Context: an optimization exercise on an open-source flow, tuned for small area, a short achievable clock period and few clock cycles. The choices shown serve that exercise and are no tape-out recipe. Where RTL was checked, it was by simulation tests only, not by an equivalence proof against the original. Only the layout flow was run in runs 1 to 3; the RTL was not checked for function there. Power and IR drop assume default switching activity.

`design/flow/design.v`:
```
module dec_classify (
    input  wire [15:0] a1,        
    input  wire [17:0] a2,        
    input  wire [10:0] r,
    input  wire        s1,        
    input  wire        s2,        
    output wire        p1_3,
    output wire        p1_h,
    output wire        m2_0,
    output wire        m2_1,
    output wire        m2_2,
    output wire        m2_3,
    output wire        m2_h
);
    wire n1 = a1[15];
    wire n2 = a2[17];
    wire [14:0] u1 = a1[14:0];        
    wire [16:0] u2 = a2[16:0];        
    wire [13:0] h1 = s1 ? {1'b0, u1[14:2]} : u1[14:1];
    wire [13:0] h2 = s2 ? {1'b0, u2[16:4]} : u2[16:3];
    assign p1_3 = !n1 && (u1 >= {4'd0, r});
    assign p1_h = !n1 && (h1 >= {3'd0, r});
    assign m2_0 = !n2;
    assign m2_1 = !n2 && (u2 >= {6'd0, r});
    assign m2_2 = !n2 && (u2[16:1] >= {5'd0, r});
    assign m2_3 = !n2 && (u2[16:2] >= {4'd0, r});
    assign m2_h = !n2 && (h2 >= {3'd0, r});
endmodule
module irpc_decode (
    input  wire        clk,
    input  wire        rst,         
    input  wire        in_valid,
    input  wire [15:0] in_tick,
    input  wire        in_last,
    output wire        in_ready,
    output reg         out_valid,
    output reg  [2:0]  out_kind,
    output wire [15:0] out_data
);
    localparam [2:0] K_HEAD = 3'd1, K_SYM = 3'd2, K_END = 3'd3,
                     K_REPEAT = 3'd4, K_DONE = 3'd5;
    localparam [2:0] F_UNKNOWN = 3'd0, F_AEHA = 3'd1, F_NEC = 3'd2,
                     F_SONY = 3'd3, F_IRIS = 3'd4;
    localparam [1:0] S_K0 = 2'd0, S_CL = 2'd1, S_BODY = 2'd2;
    localparam [1:0] CF_AEHA = 2'd0, CF_NEC = 2'd1, CF_SONY = 2'd2, CF_IRIS = 2'd3;
    reg        rdy;
    assign in_ready = rdy;
    reg        xv, xl;
    reg [15:0] x;
    reg [1:0]  st;
    reg        xs;                      
    reg        len2;                    
    reg [1:0]  cf;
    reg [4:0]  cc;                      
    reg [10:0] tcl;                     
    reg [10:0] tch;                     
    reg [11:0] tcl3;                    
    reg        cempty;
    reg [15:0] a1r;
    reg [17:0] a2r;
    reg [10:0] rr;                      
    reg        s1r, s2r;
    reg        fv, fl, fchk;
    reg        hld, hb;                 
    reg        ycl;                     
    reg        ciris;                   
    reg [2:0]  fam;
    reg [18:0] acc;                     
    reg        nrep;                    
    reg        par;                     
    reg [1:0]  ao;                      
    reg [2:0]  sv;                      
    reg [10:0] nsym;
    reg        owe_end, owe_done;
    reg [13:0] od;                      
    assign out_data = {od[13:11], 2'b00, od[10:0]};
    wire [10:0] pend = tch;
    wire cl      = (st == S_CL);
    wire cl_hi   = !cc[0];              
    wire cl_iris = (cf == CF_IRIS);
    wire cl_nec  = (cf == CF_NEC);
    wire cl_sony = (cf == CF_SONY);
    wire [16:0] tx1 = ycl ? {acc[15:0], 1'b0} : {x, 1'b0};
    wire [16:0] tx2 = {x, 1'b0};
    wire [12:0] top = ycl ? (cc[0] ? (ciris ? {tcl3, 1'b0} : {1'b0, tcl, 1'b0}) :
                             {1'b0, tch, 1'b0})
                          : {2'd0, tcl};
    wire        tsub1 = ycl && (cc[0] || ciris);
    wire        tsub2 = !ycl || cc[0] || ciris;
    wire [19:0] w1 = {2'b00, tx1, 1'b1} + {({6'd0, top} ^ {19{tsub1}}), tsub1};
    wire [19:0] w2 = {2'b00, tx2, 1'b1} + {({6'd0, top} ^ {19{tsub2}}), tsub2};
    wire [10:0] tr  = ycl ? {(cc[0] ? tcl[9:0] : tch[9:0]), 1'b0} : tcl;
    wire        ts1 = ycl ? cl_nec : (fam == F_NEC);
    wire        ts2 = !ycl && (fam == F_NEC);
    wire p1_3, p1_h, m2_0, m2_1, m2_2, m2_3, m2_h;
    dec_classify u_t (
        .a1(a1r), .a2(a2r), .r(rr), .s1(s1r), .s2(s2r),
        .p1_3(p1_3), .p1_h(p1_h), .m2_0(m2_0), .m2_1(m2_1), .m2_2(m2_2),
        .m2_3(m2_3), .m2_h(m2_h)
    );
    wire [6:0] fg = {p1_3, p1_h, m2_0, m2_1, m2_2, m2_3, m2_h};
    wire g_t0 = cl_sony ? fg[6] : fg[5];               
    wire g_t1 = (cf == CF_AEHA) ? fg[1] : fg[0];       
    wire g_hi = g_t0 && (cl_sony || g_t1);             
    wire g_q  = g_t0 || (!cl_sony && g_t1);            
    wire        upd_lo = !cc[0];
    wire [10:0] tcu    = upd_lo ? tcl : tch;
    wire        go_up  = upd_lo ? (g_q && tcl < 11'd800) : (g_hi && tch <= 11'd795);
    reg [7:0] dstep;
    reg [8:0] dstep3;
    always @(*) begin
        case (cc)
            5'd3,  5'd4:  begin dstep = 8'd160; dstep3 = 9'd480; end
            5'd5,  5'd6:  begin dstep = 8'd80;  dstep3 = 9'd240; end
            5'd7,  5'd8:  begin dstep = 8'd40;  dstep3 = 9'd120; end
            5'd9,  5'd10: begin dstep = 8'd20;  dstep3 = 9'd60;  end
            5'd11, 5'd12: begin dstep = 8'd10;  dstep3 = 9'd30;  end
            default:      begin dstep = 8'd5;   dstep3 = 9'd15;  end
        endcase
    end
    wire [10:0] tc_up = tcu + ((cc == 5'd17) ? tcl : {3'd0, dstep});
    wire [10:0] tc_dn = tcu - {3'd0, dstep};
    wire [11:0] tc3_up = tcl3 + {3'd0, dstep3};
    wire [11:0] tc3_dn = tcl3 - {3'd0, dstep3};
    reg [10:0] tcl_n;
    reg [11:0] tcl3_n;
    always @(*) begin
        tcl_n  = tcl;
        tcl3_n = tcl3;
        if (cc == 5'd0) begin
            tcl_n  = 11'd795;
            tcl3_n = 12'd2385;
        end else if (cc == 5'd2) begin
            tcl_n  = 11'd615;
            tcl3_n = 12'd1845;
        end else if (cc == 5'd16) begin
            tcl_n  = go_up ? tc_up : tcl;
            tcl3_n = go_up ? tc3_up : tcl3;
        end else if (upd_lo) begin
            tcl_n  = go_up ? tc_up : tc_dn;
            tcl3_n = go_up ? tc3_up : tc3_dn;
        end
    end
    wire ge1 = fg[4], ge2 = fg[3], ge3 = fg[2], ge4 = fg[6], ge5 = fg[1];
    wire is1  = ge1 && !ge2;
    wire is3  = ge3 && !ge4;
    wire is4  = ge4 && !ge5;
    wire isH  = fg[5] && !fg[0];                      
    wire [1:0] asym = is3 ? 2'd1 : is1 ? 2'd0 : 2'd2;
    wire nec_bits = (fam == F_NEC) && !nrep;
    wire f_stall = fv && nec_bits && par && (pend != 11'd0);
    wire s_bit   = hld || (sv[0] && (is1 || is3));    
    wire s_val   = hld ? hb : !is1;                   
    wire f_hold  = f_stall && s_bit;
    wire [10:0] pend_inc = pend + 11'd1;
    wire [10:0] pend_dec = pend - 11'd1;
    wire take  = in_valid && rdy;
    wire f_free = !f_stall;
    wire x_adv = xv && (st == S_BODY) && f_free;
    reg        x_cons;
    reg        fin_now;
    reg [1:0]  st_n;
    reg        xv_n;
    reg        mh_n;
    reg        k0b_n;
    always @(posedge clk) begin
        x_cons  = 1'b0;
        fin_now = 1'b0;
        st_n    = st;
        if (rst) begin
            rdy       <= 1'b1;
            ycl       <= 1'b0;
            hld       <= 1'b0;
            xv        <= 1'b0;
            fv        <= 1'b0;
            st        <= S_K0;
            owe_end   <= 1'b0;
            owe_done  <= 1'b0;
            out_valid <= 1'b0;
        end else begin
            out_valid <= 1'b0;
            if (owe_end) begin
                out_valid <= 1'b1;
                out_kind  <= K_END;
                od        <= {3'd0, nsym};
                owe_end   <= 1'b0;
            end else if (owe_done) begin
                out_valid <= 1'b1;
                out_kind  <= K_DONE;
                od        <= (fam == F_SONY) ? 14'd5 : 14'd0;
                owe_done  <= 1'b0;
            end
            case (st)
                S_K0: if (xv && !(fv && nec_bits)) begin
                    x_cons = 1'b1;
                    acc    <= {3'd0, x};
                    len2   <= !xl;
                    st_n   = S_CL;
                    cf     <= xl ? CF_SONY : CF_AEHA;
                    ciris  <= 1'b0;
                    cc     <= 5'd0;
                    tch    <= 11'd300;
                    cempty <= 1'b0;
                end
                S_CL: if ((!len2 || xv) && !fv) begin
                    tcl  <= tcl_n;
                    tcl3 <= tcl3_n;
                    cc   <= cc + 5'd1;
                    if ((cc == 5'd1 && !g_hi) || (cc == 5'd2 && g_q) ||
                        (cc == 5'd17 && tcl > tch)) begin
                        if (cf == CF_IRIS || (!len2 && cf == CF_SONY)) begin
                            cempty <= 1'b1;
                            cc     <= 5'd17;
                            tcl    <= 11'd0;
                            tch    <= 11'd0;
                        end else begin
                            cf    <= cf + 2'd1;
                            ciris <= (cf == CF_SONY);
                            cc    <= 5'd0;
                            tch <= 11'd300;
                        end
                    end else if (cc == 5'd1)
                        tch <= 11'd620;
                    else if (cc == 5'd15)
                        tch <= go_up ? tch : tc_dn;
                    else if (!upd_lo && cc >= 5'd3 && cc <= 5'd13)
                        tch <= go_up ? tc_up : tc_dn;
                    else if (cc == 5'd17) begin
                        cc <= 5'd17;
                        if (!owe_end && !owe_done) begin
                            fin_now = 1'b1;
                            x_cons  = len2;
                            fam     <= cempty ? F_UNKNOWN : ({1'b0, cf} + 3'd1);
                            tcl     <= cempty ? 11'd0 : tc_up;
                            tch     <= 11'd0;
                            out_valid <= 1'b1;
                            if (!cempty && cf == CF_SONY) begin
                                if (!len2 || xl) begin
                                    out_kind <= K_DONE;
                                    od       <= 14'd5;
                                end else
                                    out_valid <= 1'b0;
                            end else begin
                                out_kind <= K_HEAD;
                                od       <= cempty ? 14'd0 : {{1'b0, cf} + 3'd1, tc_up};
                            end
                            acc  <= acc + {3'd0, x};
                            xs   <= 1'b0;
                            nrep <= 1'b0;
                            par  <= 1'b0;
                            ao   <= 2'd0;
                            nsym <= 11'd0;
                            if (!len2 || xl) begin
                                st_n = S_K0;
                                if (!cempty && cf == CF_NEC) owe_end <= 1'b1;
                                if (cempty || cf != CF_SONY) owe_done <= 1'b1;
                            end else
                                st_n = S_BODY;
                        end
                    end
                end
                default: if (x_adv) begin  
                    x_cons = 1'b1;
                    acc    <= acc + {3'd0, x};
                    xs     <= !xs;
                    if (xl) st_n = S_K0;
                end
            endcase
            a1r <= {w1[19], w1[18:4]};
            a2r <= {w2[19], w2[18:2]};
            rr  <= tr;
            s1r <= ts1;
            s2r <= ts2;
            if (x_adv) begin
                fl   <= xl;
                fchk <= (acc >= 19'd216000);
            end
            if (fv) begin
                if (fam == F_NEC) begin
                    if (!nrep) begin
                        if (!par) begin
                            if (fchk) begin
                                out_valid <= 1'b1;
                                out_kind  <= K_END;
                                od        <= {3'd0, nsym};
                                nrep      <= 1'b1;
                                sv[0]     <= isH;
                                if (fl) owe_done <= 1'b1;
                            end else begin
                                sv[0] <= is1;
                                if (fl) begin
                                    owe_end  <= 1'b1;
                                    owe_done <= 1'b1;
                                end
                            end
                            par <= 1'b1;
                        end else begin
                            if (!s_bit) begin
                                tch <= pend_inc;
                                par <= 1'b0;
                                if (fl) begin
                                    owe_end  <= 1'b1;
                                    owe_done <= 1'b1;
                                end
                            end else if (pend != 11'd0) begin
                                out_valid <= 1'b1;
                                out_kind  <= K_SYM;
                                od        <= 14'd2;
                                tch       <= pend_dec;
                                nsym      <= nsym + 11'd1;
                                hld       <= 1'b1;
                                hb        <= s_val;
                            end else begin
                                out_valid <= 1'b1;
                                out_kind  <= K_SYM;
                                od        <= {13'd0, s_val};
                                nsym      <= nsym + 11'd1;
                                par       <= 1'b0;
                                hld       <= 1'b0;
                                if (fl) begin
                                    owe_end  <= 1'b1;
                                    owe_done <= 1'b1;
                                end
                            end
                        end
                    end else begin
                        if (!par) begin
                            sv[0] <= isH;
                            par   <= 1'b1;
                            if (fl) owe_done <= 1'b1;
                        end else begin
                            if (sv[0] && is4) begin
                                out_valid <= 1'b1;
                                out_kind  <= K_REPEAT;
                                od        <= 14'd0;
                            end
                            par <= 1'b0;
                            if (fl) owe_done <= 1'b1;
                        end
                    end
                end else if (fam == F_AEHA) begin
                    case (ao)
                        2'd0: begin
                            ao <= 2'd1;
                            if (fl) begin
                                owe_end  <= (nsym != 11'd0);
                                owe_done <= 1'b1;
                            end
                        end
                        2'd1: begin
                            if (!ge4) begin
                                out_valid <= 1'b1;
                                out_kind  <= K_SYM;
                                od        <= {12'd0, asym};
                                nsym      <= nsym + 11'd1;
                                ao        <= 2'd0;
                            end else
                                ao <= 2'd2;
                            if (fl) begin
                                owe_end  <= (nsym != 11'd0) || !ge4;
                                owe_done <= 1'b1;
                            end
                        end
                        2'd2: begin
                            sv <= ge4 ? {1'b1, 1'b0, isH} : {1'b0, asym};
                            ao <= 2'd3;
                            if (fl) begin
                                if (!ge4) begin
                                    out_valid <= 1'b1;
                                    out_kind  <= K_SYM;
                                    od        <= {12'd0, asym};
                                    nsym      <= nsym + 11'd1;
                                end
                                owe_end  <= (nsym != 11'd0) || !ge4;
                                owe_done <= 1'b1;
                            end
                        end
                        default: begin  
                            if (sv[2] && sv[0] && is4) begin
                                out_valid <= 1'b1;
                                out_kind  <= K_END;
                                od        <= {3'd0, nsym};
                                nsym      <= 11'd0;
                                ao        <= 2'd0;
                                if (fl) owe_done <= 1'b1;
                            end else if (!sv[2]) begin
                                out_valid <= 1'b1;
                                out_kind  <= K_SYM;
                                od        <= {12'd0, sv[1:0]};
                                nsym      <= nsym + 11'd1;
                                ao        <= 2'd1;
                                if (fl) begin
                                    owe_end  <= 1'b1;
                                    owe_done <= 1'b1;
                                end
                            end else begin
                                sv <= ge4 ? {1'b1, 1'b0, isH} : {1'b0, asym};
                                ao <= 2'd3;
                                if (fl) begin
                                    if (!ge4) begin
                                        out_valid <= 1'b1;
                                        out_kind  <= K_SYM;
                                        od        <= {12'd0, asym};
                                        nsym      <= nsym + 11'd1;
                                    end
                                    owe_end  <= (nsym != 11'd0) || !ge4;
                                    owe_done <= 1'b1;
                                end
                            end
                        end
                    endcase
                end else begin
                    if (fl) owe_done <= 1'b1;
                end
            end
            if (x_adv)
                fv <= 1'b1;
            else if (!f_hold)
                fv <= 1'b0;
            if (rdy) begin
                x  <= in_tick;
                xl <= in_last;
            end
            xv_n = take || (xv && !x_cons);
            xv   <= xv_n;
            st   <= st_n;
            ycl  <= (st_n == S_CL);
            mh_n = (f_hold && pend != 11'd1) ||
                   (x_adv && xs && nec_bits && pend != 11'd0);
            k0b_n = (x_adv || (fv && f_hold)) && nec_bits;
            rdy  <= !(xv_n && ((st_n == S_CL) || (st_n == S_BODY && mh_n) ||
                               (st_n == S_K0 && k0b_n)));
        end
    end
endmodule
```
`design/flow/run.sh`:
```
#!/bin/bash
# synth_recipe.tcl (not shown) runs the flow's synth.tcl, then flattens the netlist and writes it again
# the make line also repeats each setting of config.mk as NAME=value (left out here)
make -C /OpenROAD-flow-scripts/flow DESIGN_CONFIG=/design/flow/config.mk WORK_HOME=/design/flow/orfs CLKGATE_MAP_FILE= SYNTH_SCRIPT=/design/flow/synth_recipe.tcl finish
```
`design/flow/config.mk`:
```
export PLATFORM = sky130hd
export DESIGN_NAME = irpc_decode
export DESIGN_NICKNAME = irpc_decode
export VERILOG_FILES = /design/flow/design.v
export SDC_FILE = /design/flow/constraint.sdc
export NUM_CORES = 4
export LEC_CHECK = 0
export CAP_MARGIN = 20
export CORE_MARGIN = 2
export CORE_UTILIZATION = 40
export SETUP_SLACK_MARGIN = 4.5
export SLEW_MARGIN = 20
```
`design/flow/constraint.sdc`:
```
create_clock -name core_clock -period 8.0 [get_ports {clk}]
set_input_delay 1.6000 -clock core_clock [delete_from_list [all_inputs] [get_ports {clk}]]
set_output_delay 1.6000 -clock core_clock [all_outputs]
set_load 0.01 [all_outputs]
```
==> notes.md, run 1 <==
Outcome:
- The flow ran to the end and the layout has no timing, DRC or antenna violations.

Synthesis:
- The dominant register cell in the synthesized netlist is edfxtp_1.
- After synthesis the cells add up to 17600 um2.
- After technology mapping, the gate count stands at 2052.
- The average instance in the mapped netlist occupies 8.58 um2.
- The post-synthesis cell type count is just under 90.
- Of all flip-flops after synthesis, the portion carrying an async set or reset was 0%.
- For this run, the number of Yosys warnings is 1.
- The post-synthesis sequential element count is 194.
- The sequential fraction of the synthesis area is 31.7%.
- The synthesized design contains 169 enable-type register cells.

Timing:
- The worst relative slew slack is 36.6%.
- Setup repair after global routing could not meet its margin everywhere.
- For the pin with the worst max-slew slack, the measured transition is 941 ps.
- The peak clock frequency supported by timing is 251 MHz.
- The minimum clock period after layout is just under 4000 ps.
- The final-layout setup total negative slack is 0 ps.
- Setup violations remaining at the end of the flow were counted as 0.
- The number of endpoints with negative hold slack in the final report is 0.
- The worst path uses about half of the clock period.
- The worst path meets setup with 4020 ps of slack.
- The clock arrives with 18.6 ps of skew.
- The number of max-slew violations in the final report came to 0.

Critical path:
- The worst-path maximum fanout is 6.
- Traced cell by cell, the critical path runs through buf_12, mux2_4, ha_4, nand3_4, or2_4, a31oi_4, a21oi_4, or3_1, mux2i_1, o21ai_2, buf_6, nor3_4, nand2_2, a21o_1, a221oi_4, buf_6, clkbuf_16.
- The beginning of the worst register-to-register path is s1r.
- In this run the register-to-register setup slack is 4020 ps.
- The worst register-to-register path ends at acc[0].
- For this run, the slowest stage of the critical path takes around 440 ps.
- The arrival time of data at the critical path endpoint is approximately 4200 ps.
- The highest-delay cell along the critical path is edfxtp_1.
- The startpoint kind of the worst setup timing path is a flip-flop.
- The type of the worst setup path is reg -> reg.
- Data on the critical path is required at its endpoint by 8230 ps.
- Counting cells, the worst reg-to-reg path comes to 17.
- The dominant cell type by count on the critical path is buf_6.
- STA classifies the critical path endpoint as a flip-flop.

Global route:
- Entering global routing, the biggest net connects 82 pins.
- The first global-routing pass estimated slightly below 100000 um of wire.
- Global routing consumed, on the met2 layer, 44.6% of the routing resources.
- Global routing finished with a remaining overflow of 0.
- The busiest layer in global routing is met2.
- The initial antenna violation count is 1.
- The number of global-route vias before repair is 16600.
- The total global-route track usage is between 20% and 30%.
- The met1 track demand over resource in global routing is 36.7%.
- Global routing used 5.87% of the available met3 tracks.

Power and ir drop:
- The overall power consumption is 0.00383 W.
- For this design the ratio of total power to cell area is about 170 nW/um2.
- VDD sags by at most roughly 0.00014 V.
- Summed over all cells, the static leakage comes to around 9.2 nW.

Route:
- The vias after detailed routing is roughly 18000.
- The detailed router finished its first iteration with 1854 violations.
- The first-pass iteration count of the detailed router is 9.
- After detailed routing, the number of vias per cell comes to about 6.2.
- The total wire length after detailed routing is around 66000 um.
- The detail route stage leaves a number of antenna-violating nets equal to 0.
- After detailed routing, the number of remaining DRC violations is 0.
- Dividing the detail-routed wire length by the instance count gives 23.1 um.

Cells and area:
- The filler cells instantiated in the layout total 3879.
- The signed area change from the synthesized netlist to the final layout is 30.7%.
- The library cell used most frequently in the layout, excluding fill and tap cells, is buf_4.
- Measured on the finished design, the core utilization comes to 53.2%.
- After routing the design area is 23000 um2.
- Leaving out fill and tap cells, the most frequent cells in the layout are 189 x buf_4, 174 x nand2_1, 169 x edfxtp_1.
- The number of nets in the layout is 2473.
- The post-route netlist has between 20% and 30% of its cells at a drive strength greater than 1.
- 0 antenna diodes ended up in the layout.

Floorplan:
- For this design the top-level I/O count stands at 41.
- The die span in x is ~210 um.
- The overall die height is 214 um.
- The floorplan step defined a die boundary enclosing 45700 um2.
- The number of placement rows is 76.
- The core area is 43300 um2.
- The initial cell density of the core is approximately two fifths.

Placed design:
- The cell area after placement is 18800 um2.
- At the placement stage, the worst setup path has a slack of 3230 ps.
- During placement, the flow inserted port buffers numbering 38.
- The routability-driven placement congestion ratio is around 1.0.
- The half-perimeter wire length after placement is 45300 um.

Worst hold path:
- The worst hold path terminates at hld.
- The tightest min-delay check is of the reg -> reg type.
- The cell depth of the worst min-delay path is 2.
- The startpoint of the most critical hold path is hld.

Clocking:
- The number of buffers added by the clock tree synthesis step is 17.
- The H-tree was split into 4 levels.
- For this design, the sink count on the clock tree is approximately 190.
- In this run the clock root is driven by a clkbuf_16.
- TritonCTS built the clock tree.
- After clock tree synthesis, the clock-pin slew on the worst setup and hold paths is 70 ps.
- The insertion delay to the later sink of the worst-skew pair is about 520 ps.
- The clock passes through at most 2 buffers.

Run:
- The max-cap check violation count is 0.
==> critical path, delay by kind of cell, from the launching register on <==
kind | cells | cell delay (ps)
adder cells (fa/ha/maj) | 1 | 300
flip-flops | 1 | 440
AND/OR/NAND/NOR | 5 | 920
AO/OA/AOI/OAI | 5 | 840
multiplexers | 2 | 550
buffers and inverters | 4 | 660
==> cells in the mapped netlist (22+ instances only) <==
cell / n / share of area, %
a211oi_1: 24 / 1.0
xor2_1: 23 / 1.1
nor3_1: 54 / 1.5
nor2b_1: 26 / 0.92
nor2_1: 179 / 3.8
dfxtp_1: 25 / 2.8
ha_1: 186 / 13
o211ai_1: 25 / 1.1
mux2i_1: 29 / 1.6
o22ai_1: 22 / 0.78
a31oi_1: 32 / 1.1
a21o_1: 36 / 1.5
o21ai_0: 167 / 4.7
xnor2_1: 62 / 3.1
mux2_2: 41 / 2.6
inv_1: 114 / 2.4
a21oi_1: 155 / 4.4
nand2_1: 191 / 4.1
nand3_1: 45 / 1.3
clkbuf_1: 83 / 1.8
edfxtp_1: 169 / 29
==> how the worst max path moves through the flow <==
stage          from       end  slack [ps]
3_3_place_gp    s1r  tcl3[11]        3360
5_1_grt         s1r    acc[2]        3900
6_report        s1r    acc[0]        4020
4_1_cts         s1r    acc[4]        4070
3_5_place_dp    s1r  tcl3[11]        3230
2_1_floorplan   s1r    acc[0]        4060
==> through the flow <==
step                hold slack [ps]  std cells
finish                          516       2860
global route                    555       2860
CTS                             516       2759
detailed placement              505       2599
global placement                501       2599
floorplan                       426       2053
==> logic make-up (layout without fill, tap and decap cells) <==
logic type / Yosys count / in the layout / synth area share (%)
xor+xnor: 85 / 85 / 4.23
simple gates: 630 / 632 / 16.8
buf+inv: 218 / 438 / 4.76
fa+ha+maj: 191 / 191 / 13.8
flops: 194 / 194 / 31.7
other cells: 1 / 2 / 0.0213
mux: 70 / 70 / 4.27
compound gates: 663 / 663 / 24.4
==> layer usage <==
metal	wire, um	vias to the layer above
li1	-	8096
met1	27000	8442
met2	29400	917
met3	6120	262
met4	3660	0
met5	0	-
==> final cells by class <==
cell class | count | area, um2 | share of cell area, %
clock inverters | 13 | 136 | 0.593
well taps | 585 | 732 | 3.18
repair buffers | 290 | 2770 | 12.0
flip-flops and latches | 194 | 5580 | 24.3
multi-input cells | 1643 | 12900 | 55.9
clock buffers | 19 | 433 | 1.88
inverters | 116 | 495 | 2.15
==> where the power goes <==
group / total [W] / switching, W / internal, W / leakage, nW
clock: 0.000899 / 0.000441 / 0.000458 / 0.272
combinational: 0.00161 / 0.000888 / 0.000718 / 7.10
sequential: 0.00133 / 0.000103 / 0.00122 / 1.82
==> registers in the layout, indices dropped and copies added, names as in the netlist, 12 cells and up, named ones only <==
signal,count
tcl3,12
a1r,16
x,16
a2r,18
od,14
acc,19
==> timing repair <==
action	4_1_cts	5_1_grt
buffers inserted	122	95
cloned	6	6
setup endpoints to repair	144	129
pin swaps	70	112
gates resized for setup	210	182
hold buffers	0	0
==> run 2: changes to the inputs <==
--- a/design/flow/design.v
+++ b/design/flow/design.v
@@ -56,4 +56,5 @@
     reg [10:0] tch;                     
     reg [11:0] tcl3;                    
+    reg        ipre;                    
     reg        cempty;
     reg [15:0] a1r;
@@ -108,19 +109,18 @@
     wire        go_up  = upd_lo ? (g_q && tcl < 11'd800) : (g_hi && tch <= 11'd795);
     reg [7:0] dstep;
-    reg [8:0] dstep3;
     always @(*) begin
         case (cc)
-            5'd3,  5'd4:  begin dstep = 8'd160; dstep3 = 9'd480; end
-            5'd5,  5'd6:  begin dstep = 8'd80;  dstep3 = 9'd240; end
-            5'd7,  5'd8:  begin dstep = 8'd40;  dstep3 = 9'd120; end
-            5'd9,  5'd10: begin dstep = 8'd20;  dstep3 = 9'd60;  end
-            5'd11, 5'd12: begin dstep = 8'd10;  dstep3 = 9'd30;  end
-            default:      begin dstep = 8'd5;   dstep3 = 9'd15;  end
+            5'd3,  5'd4:  dstep = 8'd160;
+            5'd5,  5'd6:  dstep = 8'd80;
+            5'd7,  5'd8:  dstep = 8'd40;
+            5'd9,  5'd10: dstep = 8'd20;
+            5'd11, 5'd12: dstep = 8'd10;
+            default:      dstep = 8'd5;
         endcase
     end
-    wire [10:0] tc_up = tcu + ((cc == 5'd17) ? tcl : {3'd0, dstep});
+    wire [11:0] tc_upw = {1'b0, tcu} + ((cc == 5'd17) ? {1'b0, tcl} :
+                                        ipre ? {tcl, 1'b0} : {4'd0, dstep});
+    wire [10:0] tc_up = tc_upw[10:0];
     wire [10:0] tc_dn = tcu - {3'd0, dstep};
-    wire [11:0] tc3_up = tcl3 + {3'd0, dstep3};
-    wire [11:0] tc3_dn = tcl3 - {3'd0, dstep3};
     reg [10:0] tcl_n;
     reg [11:0] tcl3_n;
@@ -134,12 +134,16 @@
             tcl_n  = 11'd615;
             tcl3_n = 12'd1845;
-        end else if (cc == 5'd16) begin
+        end else if (ipre)
+            tcl3_n = tc_upw;
+        else if (cc == 5'd16)
             tcl_n  = go_up ? tc_up : tcl;
-            tcl3_n = go_up ? tc3_up : tcl3;
-        end else if (upd_lo) begin
+        else if (upd_lo)
             tcl_n  = go_up ? tc_up : tc_dn;
-            tcl3_n = go_up ? tc3_up : tc3_dn;
-        end
     end
+    wire cl_go  = (st == S_CL) && (!len2 || xv) && !fv;
+    wire ab_fin = (cc == 5'd17) && (tcl > tch);
+    wire ab_pre = (cc == 5'd1 && !g_hi) || (cc == 5'd2 && g_q);
+    wire fin    = cl_go && (cc == 5'd17) && !(tcl > tch) && !owe_end && !owe_done;
+    wire ins    = ciris && !ipre && !cc[0] && (cc >= 5'd4) && (cc <= 5'd14);
     wire ge1 = fg[4], ge2 = fg[3], ge3 = fg[2], ge4 = fg[6], ge5 = fg[1];
     wire is1  = ge1 && !ge2;
@@ -172,4 +176,5 @@
             ycl       <= 1'b0;
             hld       <= 1'b0;
+            ipre      <= 1'b0;
             xv        <= 1'b0;
             fv        <= 1'b0;
@@ -203,10 +208,11 @@
                     cempty <= 1'b0;
                 end
-                S_CL: if ((!len2 || xv) && !fv) begin
+                S_CL: if (cl_go) begin
                     tcl  <= tcl_n;
                     tcl3 <= tcl3_n;
-                    cc   <= cc + 5'd1;
-                    if ((cc == 5'd1 && !g_hi) || (cc == 5'd2 && g_q) ||
-                        (cc == 5'd17 && tcl > tch)) begin
+                    ipre <= ins;
+                    if (!ins && cc != 5'd17)
+                        cc <= cc + 5'd1;
+                    if (ab_pre || ab_fin) begin
                         if (cf == CF_IRIS || (!len2 && cf == CF_SONY)) begin
                             cempty <= 1'b1;
@@ -218,5 +224,5 @@
                             ciris <= (cf == CF_SONY);
                             cc    <= 5'd0;
-                            tch <= 11'd300;
+                            tch   <= 11'd300;
                         end
                     end else if (cc == 5'd1)
@@ -226,36 +232,32 @@
                     else if (!upd_lo && cc >= 5'd3 && cc <= 5'd13)
                         tch <= go_up ? tc_up : tc_dn;
-                    else if (cc == 5'd17) begin
-                        cc <= 5'd17;
-                        if (!owe_end && !owe_done) begin
-                            fin_now = 1'b1;
-                            x_cons  = len2;
-                            fam     <= cempty ? F_UNKNOWN : ({1'b0, cf} + 3'd1);
-                            tcl     <= cempty ? 11'd0 : tc_up;
-                            tch     <= 11'd0;
-                            out_valid <= 1'b1;
-                            if (!cempty && cf == CF_SONY) begin
-                                if (!len2 || xl) begin
-                                    out_kind <= K_DONE;
-                                    od       <= 14'd5;
-                                end else
-                                    out_valid <= 1'b0;
-                            end else begin
-                                out_kind <= K_HEAD;
-                                od       <= cempty ? 14'd0 : {{1'b0, cf} + 3'd1, tc_up};
-                            end
-                            acc  <= acc + {3'd0, x};
-                            xs   <= 1'b0;
-                            nrep <= 1'b0;
-                            par  <= 1'b0;
-                            ao   <= 2'd0;
-                            nsym <= 11'd0;
+                    if (fin) begin
+                        x_cons  = len2;
+                        fam     <= cempty ? F_UNKNOWN : ({1'b0, cf} + 3'd1);
+                        tcl     <= cempty ? 11'd0 : tc_up;
+                        tch     <= 11'd0;
+                        out_valid <= 1'b1;
+                        if (!cempty && cf == CF_SONY) begin
                             if (!len2 || xl) begin
-                                st_n = S_K0;
-                                if (!cempty && cf == CF_NEC) owe_end <= 1'b1;
-                                if (cempty || cf != CF_SONY) owe_done <= 1'b1;
+                                out_kind <= K_DONE;
+                                od       <= 14'd5;
                             end else
-                                st_n = S_BODY;
+                                out_valid <= 1'b0;
+                        end else begin
+                            out_kind <= K_HEAD;
+                            od       <= cempty ? 14'd0 : {{1'b0, cf} + 3'd1, tc_up};
                         end
+                        acc  <= acc + {3'd0, x};
+                        xs   <= 1'b0;
+                        nrep <= 1'b0;
+                        par  <= 1'b0;
+                        ao   <= 2'd0;
+                        nsym <= 11'd0;
+                        if (!len2 || xl) begin
+                            st_n = S_K0;
+                            if (!cempty && cf == CF_NEC) owe_end <= 1'b1;
+                            if (cempty || cf != CF_SONY) owe_done <= 1'b1;
+                        end else
+                            st_n = S_BODY;
                     end
                 end
==> run 2 against run 1 <==
Compared with the run above: still clean; clock skew down 6.4 ps; combinational power rose by 24%; final area decreased by 7.3%; register-to-register slack got worse by 170 ps; routed wire length decreased by 6.3%; sequential power about the same; worst setup slack lost 170 ps; cell count shrank 7.6%; total power rose by 11%; clock power is 1% higher; fmax is 4.1% lower; synthesized cell count fell by 5.8%; largest cell class unchanged.
==> notes.md, run 2 <==
Synthesis:
- Yosys instantiated no cell more often than nor2_1.
- The count of flip-flops with a built-in enable after synthesis is 169.
- The sequential fraction of the synthesis area is 32.4%.
- By count the netlist is led by 172 x nor2_1, 169 x edfxtp_1, 167 x ha_1, 158 x nand2_1, 144 x o21ai_0.
- The post-synthesis cell type count is slightly above 90.
- The post-synthesis async set-or-reset flop share is 0%.
- By area the synthesized netlist is led by edfxtp_1 30%, ha_1 12%, o21ai_0 4.3%.
- In this run the mean area of a mapped cell was 8.72 um2.
- The cell type contributing the most total cell area after synthesis is edfxtp_1.
- In the synthesized netlist the dominant register cell turns out to be edfxtp_1.
- The area fraction of the dominant cell type after synthesis is between 30% and 40%.
- The synthesized instance count is 1933.
- The combined area of all synthesized cells is 16900 um2.
- The count of synthesis-stage warnings from yosys is 1.
- The synthesized design contains 188 register bits.

Cells and area:
- The register with the most flip-flops in the layout has 19 of them.
- The share of layout cells above drive strength 1 is 23.9%.
- The finished layout holds 2643 standard cells, fillers aside.
- The flip-flop and latch area is 5460 um2.
- Fill cells in the final layout number 3726.
- The combined area of the multi-input logic cells is 12000 um2.
- The number of nets in the layout is approximately 2300.
- In the layout the commonest cells are 169 x edfxtp_1, 161 x nor2_1, 150 x ha_1, 150 x buf_4, 149 x nand2_1.
- More flip-flops sit in one register than any other, and that register is acc.
- The repair_antennas step left the layout with diodes totalling 0.
- The most frequent standard cell in the layout excluding fill and tap cells is edfxtp_1.
- In the final layout, the registers with the most flip-flops are acc x19, a2r x18.
- The signed area change from the synthesized netlist to the final layout is 26.6%.

Global route:
- The total global-route track usage is ~28%.
- The first global-routing pass estimated slightly above 90000 um of wire.
- The total congestion overflow after global routing is 0.
- The number of global-route vias before repair is ~16000.
- The largest net degree at the start of global routing is 49.
- The initial antenna violation count was 0.

Timing:
- The number of max-slew violations in the final report is 0.
- Dividing the final minimum period by the clock period gives 51.9%.
- The minimum clock period after layout is 4150 ps.
- The number of endpoints with negative hold slack in the final report is 0.
- The worst relative slew slack is 19.3%.
- In the final timing run, aggregate negative setup slack is 0 ps.
- For the final database, setup skew stands at 12.3 ps.
- At the pin with the least slew margin, the transition time is 1200 ps.
- The peak clock frequency supported by timing is 241 MHz.
- The number of setup violations in the final report is 0.
- Setup repair after global routing could not meet its margin everywhere.

Power and ir drop:
- The relative contribution of combinational cells to total power is 46.8%.
- The share of total power dissipated in sequential elements is 31.7%.
- The total power divided by cell area is 199 nW/um2.
- In this run the power spent charging and discharging nets is 0.00172 W.
- The internal portion of the total power is between 0.002 and 0.003 W.
- The share of total power dissipated in the clock network is 21.5%.
- Summed over all cells, the static leakage comes to approximately 8.3 nW.
- The worst-case IR drop observed on VDD is between 0.00015 and 0.0002 V.
- The switching part of the total power is around two fifths.

Critical path:
- Of all nets on the critical path, the largest fanout is 5.
- The type of destination of the critical path is a flip-flop.
- On the worst path, the slowest cell contributes a delay of 470 ps.
- The arrival time of data at the critical path endpoint is 4560 ps.
- On the critical path, the stage with the largest delay is an instance of edfxtp_1.
- STA classifies the critical path startpoint as a flip-flop.
- The worst setup path is of the reg -> reg kind.
- At the worst endpoint, the required time is 8410 ps.
- The critical path goes through buf_6, mux2_2, ha_4, nand2_1, o21ai_2, a211o_1, o211ai_4, or3_4, o221a_4, a211o_4, o21bai_4, inv_4, mux2_4, ha_4, or3_4, o21ai_1.

Route:
- The first TritonRoute pass finished after 8 iterations.
- After detailed routing, the number of remaining DRC violations is 0.
- The post-detailed-route count of antenna-violating nets is 0.
- The starting DRC count in detailed routing is 2002.
- The vias per cell is 6.35.
- The routed layout has between 15000 and 20000 vias.
- The post-detailed-route wirelength per cell is 23.5 um.
- After detailed routing, the total wire length is 62000 um.

Clocking:
- For this design, the sink count on the clock tree is 188.
- The CTS tree is done.
- The insertion delay to the later sink of the worst-skew pair is 480 ps.
- The clock-pin slew on the worst setup and hold paths is ~80 ps.
- CTS placed an instance of clkbuf_16 at the clock tree root.
- The total number of H-tree levels is 4.
- Hold repair after CTS inserted 0 buffers.
- Buffers inserted during clock tree synthesis total 17.
- Counting along the longest clock path gives a buffer depth of 2.

Worst hold path:
- The path class of the tightest hold or removal check is reg -> reg.

Floorplan:
- The number of placement rows is 75.
- The die is 209 um tall.
- The initial utilization of the core area, before any placement, comes to 40.4%.
- just over 40 I/O pins were placed.
- In this run the horizontal extent of the chip is roughly 210 um.
- The die covers 43800 um2.
- The core area is 41800 um2.

Placed design:
- The number of buffers inserted by port buffering is 38.
- The half-perimeter wire length after placement is between 40000 and 50000 um.
- The congestion estimate from routability-driven global placement came to 0.968.
- The cell count after placement is 2432.

Outcome:
- The flow ran to the end and the layout has no timing, DRC or antenna violations.

Run:
- The tool flagged a number of max-cap violations equal to 0.
[run 2: cell types whose count changed in the layout (fill, tap and decap cells not counted), sizes merged, moves of 7 or more]
cell / previous run / this run
o21bai: 20 / 12
nor2: 179 / 172
ha: 186 / 167
a21oi: 155 / 144
o21ai: 174 / 152
nor4: 16 / 7
inv: 108 / 97
and3: 14 / 27
buf: 244 / 194
nand2: 191 / 158
[run 2: routing by layer]
| layer | share of wire, % | wire [um] | GRT usage [%] |
|---|---|---|---|
| met5 | 0 | 0 | 0 |
| met4 | 5.0 | 3130 | 13.1 |
| met1 | 42 | 25900 | 37.7 |
| met3 | 8.9 | 5520 | 5.27 |
| met2 | 44 | 27500 | 42.2 |
[run 2: area by class of cell]
cell class	instances	share of cell area, %
tap	539	3.16
multi-input combinational	1556	56.3
sequential	188	25.6
clock buffer	17	1.99
clock inverter	15	0.815
timing repair buffer	236	10.4
inverter	92	1.75
[run 2: power groups by stage]
| stage | clock network, W | logic [W] | registers (W) |
|---|---|---|---|
| 6_report | 0.000911 | 0.00199 | 0.00134 |
| 5_1_grt | 0.000958 | 0.00213 | 0.00135 |
| 4_1_cts | 0.000917 | 0.00173 | 0.00134 |
| 3_5_place_dp | 0 | 0.00146 | 0.00139 |
| 3_3_place_gp | 0 | 0.00144 | 0.00138 |
| 2_1_floorplan | 0 | 0.00109 | 0.00130 |
[run 2: worst paths after layout]
kind              startpoint   endpoint  slack, ps  cells past startpoint
setup / recovery         s1r  flip-flop       3850                     16
setup reg to reg         s1r  flip-flop       3850                     16
hold / removal           hld        hld        560                      2
hold reg to reg          hld        hld        560                      2
[run 2: metrics by stage]
step                cell area [um2]  setup slack (ps)  total power (W)  hold WS (ps)  util (%)
global route                  21300              3780          0.00445           592      51.1
CTS                           20100              3910          0.00398           549      48.1
global placement              17900              3220          0.00282           524      42.8
finish                        21300              3850          0.00424           556      51.1
floorplan                     17100              3650          0.00238           474         -
detailed placement            17900              3110          0.00285           530      42.8
[run 2: kinds of logic (layout without fill, tap and decap cells)]
family | count (synthesis) | after routing | synth area share (%)
AO/OA/AOI/OAI | 616 | 616 | 24.3
AND/OR/NAND/NOR | 611 | 613 | 17.3
buffers and inverters | 192 | 360 | 4.40
flip-flops | 188 | 188 | 32.4
adder cells (fa/ha/maj) | 170 | 170 | 12.8
XOR/XNOR | 84 | 84 | 4.37
multiplexers | 71 | 71 | 4.51
other | 1 | 2 | 0.0223
[run 2: critical path, delay by kind of cell (launching register included)]
kind	cells	cell delay (ps)
DFF	1	470
and+or+nand+nor	3	810
adders and majority gates	2	440
buffers and inverters	2	230
AOI/OAI and AO/OA	7	1460
muxes	2	660
[run 2: what timing repair did]
item / CTS / global route
buffers inserted: 103 / 69
setup endpoints to repair: 133 / 84
pin swaps: 47 / 72
cloned: 5 / 2
gates resized for setup: 164 / 150
==> run 3: changes to the inputs <==
--- a/design/flow/design.v
+++ b/design/flow/design.v
@@ -60,6 +60,5 @@
     reg [15:0] a1r;
     reg [17:0] a2r;
-    reg [10:0] rr;                      
-    reg        s1r, s2r;
+    reg        ycd;                     
     reg        fv, fl, fchk;
     reg        hld, hb;                 
@@ -91,10 +90,10 @@
     wire [19:0] w1 = {2'b00, tx1, 1'b1} + {({6'd0, top} ^ {19{tsub1}}), tsub1};
     wire [19:0] w2 = {2'b00, tx2, 1'b1} + {({6'd0, top} ^ {19{tsub2}}), tsub2};
-    wire [10:0] tr  = ycl ? {(cc[0] ? tcl[9:0] : tch[9:0]), 1'b0} : tcl;
-    wire        ts1 = ycl ? cl_nec : (fam == F_NEC);
-    wire        ts2 = !ycl && (fam == F_NEC);
+    wire [10:0] tr  = ycd ? {(cc[0] ? tch[9:0] : tcl[9:0]), 1'b0} : tcl;
+    wire        ts1 = ycd ? cl_nec : (fam == F_NEC);
+    wire        ts2 = !ycd && (fam == F_NEC);
     wire p1_3, p1_h, m2_0, m2_1, m2_2, m2_3, m2_h;
     dec_classify u_t (
-        .a1(a1r), .a2(a2r), .r(rr), .s1(s1r), .s2(s2r),
+        .a1(a1r), .a2(a2r), .r(tr), .s1(ts1), .s2(ts2),
         .p1_3(p1_3), .p1_h(p1_h), .m2_0(m2_0), .m2_1(m2_1), .m2_2(m2_2),
         .m2_3(m2_3), .m2_h(m2_h)
@@ -271,7 +270,5 @@
             a1r <= {w1[19], w1[18:4]};
             a2r <= {w2[19], w2[18:2]};
-            rr  <= tr;
-            s1r <= ts1;
-            s2r <= ts2;
+            ycd <= ycl;
             if (x_adv) begin
                 fl   <= xl;
--- a/design/flow/config.mk
+++ b/design/flow/config.mk
@@ -8,5 +8,5 @@
 export CAP_MARGIN = 20
 export CORE_MARGIN = 2
-export CORE_UTILIZATION = 40
-export SETUP_SLACK_MARGIN = 4.5
+export CORE_UTILIZATION = 55
+export SETUP_SLACK_MARGIN = 3.5
 export SLEW_MARGIN = 20
==> run 3 against run 2 <==
Compared with the run above: largest cell class unchanged; clock power is 3.6% lower; cell count fell by 10%; sequential power down 8%; register-to-register slack got worse by 610 ps; global-route usage increased by 9.0 points; clock skew is 2.7 ps higher; critical path type unchanged; final area fell by 8.7%; sequential cell count is 12 lower; via count decreased by 3.5%; total power decreased by 17%; still clean on timing, DRC and antenna; sequential share of layout area increased by 0.57 points; utilization is 15 points higher.
==> notes.md, run 3 <==
Outcome:
- The run finished with no timing, DRC or antenna violations.

Synthesis:
- Summed over all instances, the cell type with the most area after synthesis is edfxtp_1.
- For this run, the number of Yosys warnings is 1.
- The complex-gate fraction of the synthesized area is 25.0%.
- In this run, distinct cell masters in the synthesized netlist total 100.
- The post-synthesis sequential element count is 176.
- The sequential fraction of the synthesis area is 30.9%.
- Of the total synthesized cell area, the portion taken by AND, OR, NAND and NOR gates is 17.0%.
- The dominant register cell in the synthesized netlist is edfxtp_1.
- Counting instances in the post-synthesis netlist gives the leading cell types as 172 x nand2_1, 167 x ha_1, 157 x edfxtp_1, 156 x o21ai_0, 154 x nor2_1.
- By area the synthesized netlist is led by edfxtp_1 29%, ha_1 13%, o21ai_0 4.7%.
- Counting flops with a built-in enable in the synthesized netlist gives about 160.
- The cell count after synthesis came out at 1900.
- The post-synthesis share of cell area spent on xor and xnor gates is 4.24%.
- Multiplexer cells account for approximately 5.0% of the synthesized area.
- The combinational family with the most area after synthesis is compound AO/OA/AOI/OAI gates.
- The cell area that synthesis handed to floorplanning was between 15000 and 20000 um2.
- In the post-synthesis netlist, the cell with the most instances is nand2_1.
- The area fraction of the dominant cell type after synthesis is 28.6%.
- The post-synthesis async set-or-reset flop share is 0%.
- Of the total synthesized cell area, the portion taken by full adders, half adders and majority gates is a little over an eighth.
- Each instance of the synthesized netlist takes up on average 8.69 um2.

Worst hold path:
- The path class of the tightest hold or removal check is reg -> reg.

Timing:
- The peak clock frequency supported by timing is around 210 MHz.
- The minimum clock period after layout is 4760 ps.
- Setup violations remaining at the end of the flow were counted as 0.
- The final-layout setup total negative slack is 0 ps.
- The number of endpoints with negative hold slack in the final report is 0.
- The final critical path takes up 59.5% of the cycle.
- The worst relative slew slack is 20.4%.
- Setup repair after global routing could not meet its margin everywhere.
- At the pin with the least slew margin, the transition time is 1190 ps.
- On the final layout, the worst clock skew is between 10 and 15 ps.
- The number of max-slew violations in the final report is 0.
- The tightest hold path in the finished design has a slack of 517 ps.

Placed design:
- The congestion estimate from routability-driven global placement came to a little under 1.
- Once placement completed, the tool counted placed cells totaling 2259.
- The number of buffers inserted by port buffering is 38.
- The half-perimeter wire length after placement is 42200 um.

Clocking:
- The H-tree was split into 4 levels.
- The number of hold buffers added after CTS was 0.
- For the worst-skew pair, the clock arrives at the later sink with an insertion delay of ~470 ps.
- The clock-pin slew on the worst setup and hold paths is 80 ps.
- Clock tree synthesis selected as its root buffer the cell clkbuf_16.
- Counting every sink on the clock net gives 176.
- The CTS tree is done.
- The clock tree buffer depth is 2.
- The number of buffers added by the clock tree synthesis step is 17.

Cells and area:
- The most frequent standard cell in the layout excluding fill and tap cells is nand2_1.
- The share of layout cells above drive strength 1 is between 10% and 20%.
- The signed area change from the synthesized netlist to the final layout is 18.0%.
- In the layout the commonest cells are 161 x nand2_1, 158 x ha_1, 157 x edfxtp_1.
- The largest registers in the layout are acc x19, a2r x18.
- The flip-flop count of the largest register, all copies and words added is 19.
- The number of nets in the layout is 2166.
- For this run, the number of standard cells in the final layout without fillers is 2380.
- Cells fill 65.9% of the core in the end.
- The most flop-heavy register is acc.
- The fill cell instance count of the final layout is 2459.

Run:
- The max-cap check violation count is 0.

Route:
- The first TritonRoute pass finished after 6 iterations.
- Dividing the detail-routed via count by the number of cells gives 6.81.
- The post-detailed-route count of antenna-violating nets is 0.
- The remaining routing DRC violations is 0.
- The detailed router placed 16200 vias in this run.
- In the final routed layout, each cell accounts on average for approximately 25 um.
- Wires add up to 58600 um.
- The starting DRC count in detailed routing is 2241.

Critical path:
- The type of destination of the critical path is a flip-flop.
- The worst setup path is launched from a flip-flop.
- The critical path in this run is classified as reg -> reg.
- For the worst setup path, the data arrival time is 5120 ps.
- The required time at the worst-slack endpoint is 8360 ps.
- The worst-path maximum fanout is 6.

Power and ir drop:
- The overall power consumption is 0.00351 W.
- IR analysis of the VDD net gives a maximum drop of 0.000149 V.
- The analysis attributes to cell leakage a power of 7.76 nW.
- The total power divided by cell area is 180 nW/um2.

Floorplan:
- The floorplan has 63 rows.
- The count of boundary I/O pins is 41.
- The floorplan step defined a die boundary enclosing 31400 um2.
- From left edge to right edge, the die measures 177 um.
- The core area is 29600 um2.
- The initial utilization of the core area, before any placement, comes to 55.8%.
- The floorplan step set the die height to 177 um.

Global route:
- The first global-routing pass estimated 87400 um of wire.
- The largest net degree at the start of global routing is between 50 and 60.
- After global routing the overflow that remains totals 0.
- The initial antenna violation count was 1.
- The number of global-route vias before repair is 14900.
- In the global route stage, overall resource usage came out at between 30% and 40%.
## run 3: cell count changes after synthesis, moves of 11 or more
cell,change
nor3_1,-27
nor2_1,-18
nand2_1,+14
edfxtp_1,-12
o21ai_0,+12
a31oi_1,-11
## run 3: what timing repair did
action / in CTS / in global routing
gates resized for setup: 81 / 76
setup endpoints to repair: 89 / 87
gates cloned: 3 / 3
pin swaps: 23 / 39
buffers inserted: 43 / 39
## run 3: through the flow
stage / setup slack (ps) / cell area, um2
finish: 3240 / 19500
global route: 3040 / 19500
CTS: 3250 / 18700
detailed placement: 2180 / 17400
global placement: 2310 / 17400
floorplan: 3260 / 16700
## run 3: path summary, 6_finish.rpt
| path | slack, ps | from | cells after the start | to |
|---|---|---|---|---|
| hold / removal | 520 | hld | 2 | hld |
| setup / recovery | 3240 | ycd | 21 | flip-flop |
| setup reg to reg | 3240 | ycd | 21 | flip-flop |
| hold reg to reg | 520 | hld | 2 | hld |
## run 3: critical path, stage by stage, from the launching register on
cell and delay, ps:
edfxtp_1 450, buf_6 150, or4b_4 600, buf_6 160, mux2_4 310, ha_4 150, or3_4 340, a221oi_4 230
o21ai_4 130, o211ai_4 260, a21oi_2 90, nor3_2 180, buf_6 180, nand2_8 60, o21ai_4 190, inv_4 70
mux2_4 320, ha_4 180, mux2i_1 140, a22o_1 180, a21oi_2 40, a22o_1 210
## run 3: layer usage
layer | GRT usage (%) | vias to the layer above | wire (um)
met5 | 0 | - | 9
li1 | - | 7289 | -
met1 | 49.9 | 7736 | 24300
met2 | 57.0 | 996 | 26200
met4 | 16.8 | 2 | 2590
met3 | 6.01 | 176 | 5540
## run 3: cells by family after synthesis
| kind of cell | count (synthesis) |
|---|---|
| buffers and inverters | 196 |
| XOR/XNOR | 80 |
| AO/OA/AOI/OAI | 614 |
| other | 1 |
| AND/OR/NAND/NOR | 585 |
| adder cells (fa/ha/maj) | 170 |
| multiplexers | 78 |
| flip-flops | 176 |
## run 3: area by class of cell
| cell class | instances | area (um2) | area share (%) |
|---|---|---|---|
| Inverter | 94 | 360 | 1.85 |
| Multi-Input combinational cell | 1532 | 11500 | 59.1 |
| Timing Repair Buffer | 153 | 1410 | 7.26 |
| Clock buffer | 18 | 439 | 2.26 |
| Tap cell | 390 | 488 | 2.51 |
| Clock inverter | 14 | 153 | 0.784 |
| Antenna cell | 1 | 2.50 | 0.0129 |
| Timing Repair inverter | 2 | 12.5 | 0.0643 |
| Sequential cell | 176 | 5100 | 26.2 |
## run 3: report_power, final
| group | leakage (nW) | switching (W) | internal (W) |
|---|---|---|---|
| registers | 1.64 | 0.000110 | 0.00112 |
| logic | 5.83 | 0.000822 | 0.000585 |
| clock network | 0.292 | 0.000405 | 0.000473 |
==> run 4: changes to the inputs <==
--- a/design/flow/design.v
+++ b/design/flow/design.v
@@ -2,7 +2,6 @@
     input  wire [15:0] a1,        
     input  wire [17:0] a2,        
-    input  wire [10:0] r,
-    input  wire        s1,        
-    input  wire        s2,        
+    input  wire [11:0] r,
+    input  wire [11:0] rh,        
     output wire        p1_3,
     output wire        p1_h,
@@ -17,13 +16,11 @@
     wire [14:0] u1 = a1[14:0];        
     wire [16:0] u2 = a2[16:0];        
-    wire [13:0] h1 = s1 ? {1'b0, u1[14:2]} : u1[14:1];
-    wire [13:0] h2 = s2 ? {1'b0, u2[16:4]} : u2[16:3];
-    assign p1_3 = !n1 && (u1 >= {4'd0, r});
-    assign p1_h = !n1 && (h1 >= {3'd0, r});
+    assign p1_3 = !n1 && (u1 >= {3'd0, r});
+    assign p1_h = !n1 && (u1[14:1] >= {2'd0, rh});
     assign m2_0 = !n2;
-    assign m2_1 = !n2 && (u2 >= {6'd0, r});
-    assign m2_2 = !n2 && (u2[16:1] >= {5'd0, r});
-    assign m2_3 = !n2 && (u2[16:2] >= {4'd0, r});
-    assign m2_h = !n2 && (h2 >= {3'd0, r});
+    assign m2_1 = !n2 && (u2 >= {5'd0, r});
+    assign m2_2 = !n2 && (u2[16:1] >= {4'd0, r});
+    assign m2_3 = !n2 && (u2[16:2] >= {3'd0, r});
+    assign m2_h = !n2 && (u2[16:3] >= {2'd0, rh});
 endmodule
 module irpc_decode (
@@ -60,5 +57,6 @@
     reg [15:0] a1r;
     reg [17:0] a2r;
-    reg        ycd;                     
+    reg [11:0] rl;                      
+    reg [11:0] rh;                      
     reg        fv, fl, fchk;
     reg        hld, hb;                 
@@ -90,10 +88,10 @@
     wire [19:0] w1 = {2'b00, tx1, 1'b1} + {({6'd0, top} ^ {19{tsub1}}), tsub1};
     wire [19:0] w2 = {2'b00, tx2, 1'b1} + {({6'd0, top} ^ {19{tsub2}}), tsub2};
-    wire [10:0] tr  = ycd ? {(cc[0] ? tch[9:0] : tcl[9:0]), 1'b0} : tcl;
-    wire        ts1 = ycd ? cl_nec : (fam == F_NEC);
-    wire        ts2 = !ycd && (fam == F_NEC);
+    wire [9:0]  tcp = cc[0] ? tcl[9:0] : tch[9:0];
+    wire [11:0] tr  = ycl ? (cl_nec ? {tcp, 2'b00} : {1'b0, tcp, 1'b0}) : {1'b0, tcl};
+    wire [11:0] trh = (!ycl && fam == F_NEC) ? {tcl, 1'b0} : tr;
     wire p1_3, p1_h, m2_0, m2_1, m2_2, m2_3, m2_h;
     dec_classify u_t (
-        .a1(a1r), .a2(a2r), .r(tr), .s1(ts1), .s2(ts2),
+        .a1(a1r), .a2(a2r), .r(rl), .rh(rh),
         .p1_3(p1_3), .p1_h(p1_h), .m2_0(m2_0), .m2_1(m2_1), .m2_2(m2_2),
         .m2_3(m2_3), .m2_h(m2_h)
@@ -101,5 +99,5 @@
     wire [6:0] fg = {p1_3, p1_h, m2_0, m2_1, m2_2, m2_3, m2_h};
     wire g_t0 = cl_sony ? fg[6] : fg[5];               
-    wire g_t1 = (cf == CF_AEHA) ? fg[1] : fg[0];       
+    wire g_t1 = cl_iris ? fg[0] : fg[1];               
     wire g_hi = g_t0 && (cl_sony || g_t1);             
     wire g_q  = g_t0 || (!cl_sony && g_t1);            
@@ -270,5 +268,6 @@
             a1r <= {w1[19], w1[18:4]};
             a2r <= {w2[19], w2[18:2]};
-            ycd <= ycl;
+            rl  <= tr;
+            rh  <= trh;
             if (x_adv) begin
                 fl   <= xl;
--- a/design/flow/config.mk
+++ b/design/flow/config.mk
@@ -9,4 +9,4 @@
 export CORE_MARGIN = 2
 export CORE_UTILIZATION = 55
-export SETUP_SLACK_MARGIN = 3.5
+export SETUP_SLACK_MARGIN = 5.0
 export SLEW_MARGIN = 20
==> run 4 against run 3 <==
Compared with the run above: still clean; sequential share of layout area decreased by 0.98 points; total power increased by 18%; synthesized cell count increased by 2.6%; area after synthesis increased by 4.4%; first-iteration DRC count increased by 15%; final area increased by 18%; worst setup slack improved by 940 ps; clock skew increased by 4.1 ps; critical path type unchanged; largest cell class unchanged; highest routed layer is now met4.
==> notes.md, run 4 <==
Route:
- The total length of routed met3 wires is a little under 8000 um.
- Summed over all layers, the routed wires come to 65800 um.
- The detailed route wirelength on metal2 is 28300 um.
- For this block, wires on met1 add up to around 26000 um.
- The remaining routing DRC violations is 0.
- The first TritonRoute pass finished after 7 iterations.
- After detailed routing, the average wire length per cell comes to 25.5 um.
- The starting DRC count in detailed routing is 2575.
- For this block, the via count after detailed routing is between 15000 and 20000.
- The top layer reached by signal wires is met4.
- In this run the remaining antenna-violating nets after routing total 0.
- The vias per cell is 6.85.

Timing:
- The number of setup violations in the final report is 0.
- Setup repair after global routing could not meet its margin everywhere.
- The number of max-slew violations in the final report was 0.
- The smallest clock period supported by the final layout is computed as 3830 ps.
- Clock skew on the completed layout was measured at 19.1 ps.
- The number of endpoints with negative hold slack in the final report is 0.
- The peak clock frequency supported by timing is 261 MHz.
- The actual transition at the worst max-transition pin is 947 ps.
- The final-layout setup total negative slack is 0 ps.
- The final critical path takes up a little under half of the cycle.
- The worst relative slew slack is 36.8%.

Floorplan:
- The die is 181 um wide.
- The die is 181 um tall.
- The floorplan step defined a die boundary enclosing 32800 um2.
- The floorplan step defined a core boundary enclosing a little over 30000 um2.
- The floorplan has 64 rows.
- For this configuration, the core starts out at a cell density of 56.1%.
- The count of boundary I/O pins is 41.

Critical path:
- The type of destination of the critical path is a flip-flop.
- The type of the worst setup path is reg -> reg.
- Along the worst path, the maximum fanout reaches 4.
- The startpoint kind of the worst setup timing path is a flip-flop.
- The worst register-to-register path begins at cc[0].
- Tracing the worst setup path back leads to its startpoint at cc[0].
- The arrival time of data at the critical path endpoint is between 4000 and 5000 ps.
- The required time at the worst-slack endpoint is 8220 ps.

Clocking:
- CTS saw slightly below 200 sinks.
- Clock latency on the worst-skew pair, taken at its later pin, is 480 ps.
- The cell sitting at the root of the clock tree is a clkbuf_16.
- The CTS tree is done.
- The clock-pin slew on the worst setup and hold paths is 90 ps.
- In this run the deepest clock path goes through 2 buffers.
- CTS built an H-tree with a depth of 4.
- The number of buffers added by the clock tree synthesis step is 17.

Placed design:
- At the end of routability-driven placement, the weighted congestion stood at 1.03.
- The cell count after placement is ~2300.
- The half-perimeter wire length after placement is 41800 um.
- After detailed placement, the total cell area comes to ~18000 um2.
- The number of buffers inserted by port buffering is 38.

Worst hold path:
- The min-delay analysis places its worst path in the category reg -> reg.
- The startpoint of the most critical hold path is od[12].

Global route:
- Entering global routing, the biggest net connects 63 pins.
- The initial antenna violation count is 1.
- Global routing used 38.3% of the available tracks.
- The first global-routing pass estimated 96400 um of wire.
- The number of global-route vias before repair is 16600.
- The total congestion overflow after global routing is 0.

Synthesis:
- Yosys instantiated no cell more often than nand2_1.
- Counting instances in the post-synthesis netlist gives the leading cell types as 194 x nand2_1, 180 x edfxtp_1, 176 x nor2_1, 172 x ha_1, 130 x a21oi_1.
- The average cell area after synthesis is 8.84 um2.
- The post-synthesis sequential element count is 199.
- The count of flip-flops with a built-in enable after synthesis is 180.
- Sequential cells were found to cover 33.6% of the synthesized design area.
- The post-synthesis cell type count is around 90.
- The area fraction of the dominant cell type after synthesis is 31.4%.
- For this run, the number of Yosys warnings is 1.
- Of all cell types, the one taking the most synthesized area is edfxtp_1.
- Counting flops with an async set or reset pin after synthesis yields a share of 0%.
- The most used flip-flop cell after synthesis is edfxtp_1.
- After synthesis, the cell types taking the most area are edfxtp_1 31%, ha_1 12%, nand2_1 4.2%.
- Synthesis produced a little under 2000 cells.
- The combined area of all synthesized cells is 17200 um2.

Cells and area:
- The number of nets in the layout is between 2000 and 2500.
- The core occupancy in the finished layout is between 70% and 80%.
- The most flop-heavy register is acc.
- In the layout the commonest cells are 184 x buf_4, 180 x edfxtp_1, 171 x nand2_1.
- The design area is approximately 23000 um2.
- Of the cells placed in the final design, the portion with a size suffix greater than 1 is 31.8%.
- Relative to the synthesized area, the layout overhead comes to 33.2%.
- The register with the most flip-flops in the layout has 19 of them.
- The filler cells instantiated in the layout total 2203.
- Leaving out filler cells and counting taps, the final layout contains 2585.
- The library cell used most frequently in the layout, excluding fill and tap cells, is buf_4.
- The largest registers in the layout are acc x19, a2r x18.

Power and ir drop:
- Power spread over the standard cell area amounts to roughly 180 nW/um2.
- Of the total power, the share spent switching nets is 38.8%.
- The part of the power in registers is 32.9%.
- The maximum VDD drop is 0.000185 V.
- The static leakage is 9.08 nW.
- Of the total power, the clock network draws 21.8%.
- Per report_power, the combinational group accounts for a little under half of the total.
- The net switching power figure is 0.00160 W.
- The internal power contribution is ~0.0025 W.

Outcome:
- The flow ran to the end and the layout has no timing, DRC or antenna violations.

Run:
- The max-cap check violation count is 0.
==> run 4: cell type report <==
type | instances | area (um2) | area share [%]
Sequential cell | 199 | 5790 | 25.2
Timing Repair inverter | 2 | 12.5 | 0.0545
Timing Repair Buffer | 304 | 2880 | 12.5
Clock buffer | 17 | 425 | 1.85
Tap cell | 396 | 495 | 2.16
Clock inverter | 15 | 143 | 0.621
Multi-Input combinational cell | 1558 | 12900 | 55.9
Inverter | 93 | 380 | 1.66
Antenna cell | 1 | 2.50 | 0.0109
==> run 4: metal layers <==
layer  GRT usage, %  up-vias
li1               -     7764
met1           51.2     8430
met2           58.5     1192
met3           8.89      332
met4           19.0        0
met5              0        -
==> run 4: kinds of logic (layout without fill, tap and decap cells) <==
kind of cell             count (synthesis)  count (layout)  share of synthesized area, %
multiplexers                            65              65                          4.65
XOR/XNOR                                90              90                          4.57
buffers and inverters                  200             431                          4.47
AND/OR/NAND/NOR                        652             655                          17.8
other                                    1               3                        0.0218
flip-flops                             199             199                          33.6
adder cells (fa/ha/maj)                175             175                          12.8
AO/OA/AOI/OAI                          568             571                          22.1
==> run 4: path summary, 6_finish.rpt <==
path	end	slack (ps)	depth (start not counted)
max	tch[10]	4170	17
min	od[12]	600	2
max reg2reg	tch[10]	4170	17
min reg2reg	od[12]	600	2
==> run 4: power groups by stage <==
stage / Clock, W / Sequential, W / Combinational (W)
final: 0.000901 / 0.00136 / 0.00187
after CTS: 0.000897 / 0.00136 / 0.00161
after global placement: 0 / 0.00141 / 0.00120
after global routing: 0.000930 / 0.00137 / 0.00198
after floorplan: 0 / 0.00134 / 0.000935
after detailed placement: 0 / 0.00141 / 0.00123
==> run 4: worst max-delay path, cell delays in order, from the launching register on <==
cell	delay [ps]
edfxtp_1	440
buf_12	170
ha_4	170
nand3_4	100
nand2_2	60
o211a_1	150
ha_4	170
fa_2	360
a21oi_2	180
o211ai_1	120
or4_4	460
a31o_4	250
a21oi_4	130
xor2_2	220
and3_4	240
a211oi_1	50
o22ai_1	180
o31ai_1	100
==> run 4: metrics by stage <==
step / total power (W) / setup slack [ps] / hold WS [ps]
2_1_floorplan: 0.00227 / 4120 / 450
4_1_cts: 0.00386 / 4290 / 596
5_1_grt: 0.00428 / 4040 / 631
3_3_place_gp: 0.00261 / 3310 / 563
3_5_place_dp: 0.00263 / 3200 / 578
6_report: 0.00413 / 4170 / 597
==> run 4: timing repair <==
action | CTS | global route
resized for setup | 328 | 164
hold endpoints to repair | 0 | 0
setup endpoints to repair | 283 | 149
hold buffers | 0 | 0
pin swaps | 128 | 130
gates cloned | 12 | 4
setup buffers | 183 | 62
Testbench counts of run 4, summed over its fixed seeds: cycles 19,592.
==> run 5: changes to the inputs <==
--- a/design/flow/config.mk
+++ b/design/flow/config.mk
@@ -8,5 +8,6 @@
 export CAP_MARGIN = 20
 export CORE_MARGIN = 2
-export CORE_UTILIZATION = 55
-export SETUP_SLACK_MARGIN = 5.0
+export CORE_UTILIZATION = 40
+export SETUP_SLACK_MARGIN = 4.5
 export SLEW_MARGIN = 20
+export TNS_END_PERCENT = 5
==> run 5 against run 4 <==
Compared with the run above: still clean; utilization fell by 28 points; combinational power fell by 24%; register-to-register slack got worse by 100 ps; worst setup slack got worse by 100 ps; critical endpoint unchanged; largest power group unchanged; highest routed layer is now met5.
==> notes.md, run 5 <==
Outcome:
- The run finished with no timing, DRC or antenna violations.

Critical path:
- The number of cells on the worst reg-to-reg path is 16.
- The worst-path maximum fanout is 4.
- The startpoint identified for the worst register-to-register timing path is cc[1].
- The worst-case register-to-register setup slack is 4070 ps.
- The startpoint kind of the worst setup timing path is a flip-flop.
- The critical path goes through inv_2, ha_4, nand3_4, o211a_1, ha_4, fa_2, a21oi_2, o211ai_1, or4_4, a31o_4, a21oi_4, xor2_4, and3_4, a211oi_2, o22ai_1, o31ai_1.
- STA puts the critical path data required time at around 8200 ps.
- The type of destination of the critical path is a flip-flop.
- The worst setup path is of the reg -> reg kind.

Timing:
- The number of endpoints with negative hold slack in the final report is 0.
- The minimum clock period after layout is around 4000 ps.
- The worst clock skew is 15.4 ps.
- The final-layout setup total negative slack is 0 ps.
- The number of setup violations in the final report is 0.
- Static timing analysis puts the maximum clock frequency at 255 MHz.
- For the pin with the worst max-slew slack, the measured transition is 1070 ps.

Run:
- The max-cap check violation count is 0.

Global route:
- Global routing finished with a remaining overflow of 0.
- The number of global-route vias before repair is 15000.
- The busiest layer in global routing is met2.
- The met2 track utilization from global routing is approximately two fifths.
- Global routing used 26.0% of the available tracks across all layers.
- For this run, global-route usage on met1 was measured as 35.3%.

Worst hold path:
- The tightest min-delay check is of the reg -> reg type.
- The startpoint identified for the worst hold timing path is ipre.
- Along the worst hold path, the cell count comes to 2.

Cells and area:
- Of the cells placed in the final design, the portion with a size suffix greater than 1 is around 15%.
- The largest registers in the layout are acc x19, a2r x18.
- Counting flops per register, the top entry is acc.
- Leaving out fill and tap cells, the most frequent cells in the layout are 190 x nand2_1, 180 x edfxtp_1, 171 x nor2_1.

Floorplan:
- The core area is 42800 um2.
- The overall die area is 44800 um2.
- The number of placement rows is 76.
- In this run the horizontal extent of the chip is 212 um.

Clocking:
- In this run the deepest clock path goes through 2 buffers.
- For the worst-skew pair, the clock arrives at the later sink with an insertion delay of around 480 ps.
- After clock tree synthesis, the flow added hold-fix buffers numbering 0.
- The total number of H-tree levels is 4.

Route:
- The first routing iteration left 1593 violations.

Synthesis:
- The count of synthesis-stage warnings from yosys is 1.
- The most frequently used cell type in the post-synthesis netlist is nand2_1.
- The synthesized instance count is between 1500 and 2000.
- The post-synthesis async set-or-reset flop share is 0%.
- Counting flops and latches in the post-synthesis netlist gives about 200.
- A synthesized cell averages just under 9 um2.
- The number of different library cells used by synthesis comes to 91.
- After synthesis the cells add up to 17200 um2.

Power and ir drop:
- The maximum VDD drop is 0.000172 V.
==> run 5: through the flow <==
step           hold slack (ps)  setup WS, ps  std cells
2_1_floorplan              450          4110       1951
3_3_place_gp               526          3160       2448
3_5_place_dp               522          3070       2448
4_1_cts                    564          4160       2557
5_1_grt                    566          3990       2571
6_report                   571          4070       2571
==> run 5: tightest hold or removal path, delay by kind of cell (launching register included) <==
family / cells / cell delay [ps]
DFF: 1 / 350
AOI/OAI and AO/OA: 1 / 130
and+or+nand+nor: 1 / 50
==> run 5: final cells by class <==
cell class	count	area [um2]	share of cell area [%]
tap	546	683	3.41
sequential	199	5790	28.9
inverter	93	359	1.79
timing repair inverter	1	5.00	0.0250
clock inverter	15	153	0.763
clock buffer	17	425	2.13
multi-input combinational	1553	11300	56.4
timing repair buffer	147	1310	6.52
==> run 5: path summary, 6_finish.rpt <==
check,endpoint
min reg2reg,ipre
max,tch[10]
max reg2reg,tch[10]
min,ipre
==> run 5: cell families after synthesis <==
family	share of synthesized area, %
AOI/OAI and AO/OA	22.1
muxes	4.65
and+or+nand+nor	17.8
buffers and inverters	4.47
xor gates and xnor gates	4.57
DFF	33.6
adders and majority gates	12.8
other	0.0218
==> run 5: layer usage <==
metal / vias to the layer above / wire, um / part of all wire [%]
li1: 7416 / - / -
met1: 7631 / 24900 / 43
met2: 758 / 25700 / 44
met3: 193 / 4900 / 8.4
met4: 2 / 2880 / 4.9
met5: - / 13 / 0.022
==> run 5: where the power goes <==
| group | leakage (nW) | switching [W] | internal (W) | total [W] |
|---|---|---|---|---|
| Sequential | 1.88 | 0.000104 | 0.00127 | 0.00137 |
| Clock | 0.280 | 0.000443 | 0.000462 | 0.000905 |
| Combinational | 5.70 | 0.000836 | 0.000591 | 0.00143 |
==> run 5: timing repair <==
item                       4_1_cts  5_1_grt
setup endpoints to repair      201      102
cloned                           5        0
resized for setup               90       41
buffers inserted                72       14
pin swaps                       32       27

Setup slack of run 5, layout unchanged: 4.071 ns with ideal ports, 4.071 ns with driving cells assumed (clock clkbuf_16, inputs buf_2), 3.894 ns with port delays also shifted by the 0.532 ns mid clock arrival.
